This is an optimization exercise on Yosys and OpenROAD, whose aim is small area and few clock cycles per item, not a production implementation. Function was checked by simulation only, so behaviour that the tests miss may differ from the original. No activity file was given, so power comes from the tool's default toggle rates.

Setup of build 53:
==> flow/design.v (excerpt) <==
module softspi_exp (
    input  wire        clk,
    input  wire        rst,           
    input  wire        cmd_valid,
    output wire        cmd_ready,
    input  wire [31:0] cmd,
    input  wire [31:0] now,           
    output reg         rsp_valid,
    output wire [15:0] rsp_data,
    output reg         rsp_refused,
    output reg         pins_oe,
    output reg         out_data,
    output reg         out_clk,
    output reg         out_latch,
    output reg         in_latch,
    output reg         in_clk,
    input  wire        in_data,
    output reg         dac_cs,
    output reg         dac_data,
    output reg         adc_convst,
    input  wire        adc_data
);
Size in the first run: roughly 900 cells after synthesis.
Settings: LEC_CHECK=0, CAP_MARGIN=20, CORE_MARGIN=2, CORE_UTILIZATION=65, SLEW_MARGIN=20; clock period 10.0 ns.
standard.sh (not shown) runs the stock make flow with config.mk's settings and CLKGATE_MAP_FILE= SYNTH_SCRIPT=/design/flow/synth_recipe.tcl, a recipe that flattens the netlist after the stock synthesis.
==> flow/flow/run.sh <==
#!/bin/bash
# The standard ORFS layout (standard.sh, unchanged synthesis, floorplan, power grid,
# placement, routing), with two settings changed:
#  - port buffers: one buf_1 per input and output port (buffer_ports -buffer_cell),
#    instead of the larger cell buffer_ports picks by default;
#  - clock tree: clkbuf_8 buffers, sink clusters of up to 16 flip-flops within 60 um,
#    no dummy loads.
# The make output goes to standard_flow.log; ORFS keeps each step's log under orfs/logs/.
set -euo pipefail
bash standard.sh \
  "BUFFER_PORTS_ARGS=-buffer_cell sky130_fd_sc_hd__buf_1" \
  "CTS_ARGS=-sink_clustering_enable -repair_clock_nets -dont_use_dummy_load -buf_list sky130_fd_sc_hd__clkbuf_8 -sink_clustering_size 16 -sink_clustering_max_diameter 60" \
  finish > standard_flow.log 2>&1
Build 53 finished end to end and its layout was clean on timing, DRC and antenna.
Testbench counts of build 53, summed over its fixed seeds: cycles 525,949, items 2,406.
The inputs of trial 25 differ from those of build 53 as listed below.
==> flow/flow/run.sh <==
#!/bin/bash
# The standard ORFS layout (standard.sh, unchanged synthesis, floorplan, power grid,
# placement, routing), with these changes:
#  - port buffers: one buf_1 per input and output port (buffer_ports -buffer_cell),
#    instead of the larger cell buffer_ports picks by default;
#  - before placement's repair_design, flow/downsize.tcl puts combinational cells at
#    their smallest drive strength (repair_design and the timing repair after clock
#    tree synthesis size them up again where needed; flip-flops are not touched);
#  - clock tree: clkbuf_8 buffers, sink clusters of up to 16 flip-flops within 60 um,
#    no dummy loads.
# The make output goes to standard_flow.log; ORFS keeps each step's log under orfs/logs/.
set -euo pipefail
here=$(pwd)
bash standard.sh \
  "BUFFER_PORTS_ARGS=-buffer_cell sky130_fd_sc_hd__buf_1" \
  "PRE_RESIZE_TCL=$here/flow/downsize.tcl" \
  "CTS_ARGS=-sink_clustering_enable -repair_clock_nets -dont_use_dummy_load -buf_list sky130_fd_sc_hd__clkbuf_8 -sink_clustering_size 16 -sink_clustering_max_diameter 60" \
  finish > standard_flow.log 2>&1
==> flow/flow/downsize.tcl (new file) <==
# Before repair_design: put each combinational cell at the smallest drive
# strength of its function; repair_design (and the later timing repair)
# upsizes or buffers again wherever slew, capacitance or timing need it.
# Flip-flops, buffers, inverters of the clock and fill/tap cells are left alone.
set dont_use $::env(DONT_USE_CELLS)
set n 0
foreach inst [get_cells *] {
  set cell [get_property $inst ref_name]
  if {![regexp {^(sky130_fd_sc_hd__[a-z0-9]+)_([0-9]+)$} $cell -> base drv]} { continue }
  if {[regexp {__(df|ed|sdf|dl|clk|buf|tap|fill|decap|conb|diode)} $cell]} { continue }
  set best ""
  set best_area [get_property [get_lib_cells */$cell] area]
  foreach d {0 1 2} {
    set cand ${base}_$d
    if {$cand eq $cell || [lsearch -exact $dont_use $cand] >= 0} { continue }
    set lc [get_lib_cells -quiet */$cand]
    if {[llength $lc] == 0} { continue }
    set a [get_property $lc area]
    if {$a < $best_area} { set best $cand; set best_area $a }
  }
  if {$best ne ""} {
    replace_cell $inst $best
    incr n
  }
}
puts "downsize.tcl: resized $n cells to a smaller drive strength"
Notes after the runs:
Trial 25: full flow OK, the timing, design-rule and antenna checks passed
The higher final area of build 53 and trial 25 is in build 53.
Instance area at placement: trial 25 vs build 53 down 0.68%
For number of cells on the worst hold path, trial 25 and build 53 come out practically identical.
As far as share of total power in the clock network is concerned, build 53 and trial 25 perform about the same.
Final critical path time including I/O delays and setup delta (trial 25 − build 53): unfavourable
Against build 53 as the reference, trial 25 delivers a lower final core utilization.

## static timing again, ports no longer ideal
How much do the figures lean on ideal ports? The routed layouts below were timed once more, with nothing changed but the port constraints. Step 1, drivers: a clkbuf_16 drives clk and a buf_2 each remaining input, both assumed. Step 2 moves the port delays by t, midway between the first and last clock arrival at a register: inputs arrive t later, outputs are due t later. That takes back most of the time a late clock gives input paths. a / b / c = ideal ports / drivers / drivers and shift; a / b = the first two.
run	shift t [ns]	slack for setup (ns)	worst register clock-pin slew, ns	cell pins on the clock port's net
build 53	0.562	5.447 / 5.459 / 4.897	0.10 / 0.10	1
trial 25	0.573	5.207 / 5.221 / 4.648	0.10 / 0.10	1
After both steps every run listed still meets setup and hold. For trial 25, which loses most, drivers alone change the setup slack by +0.014 ns; drivers and shift together by -0.559 ns.
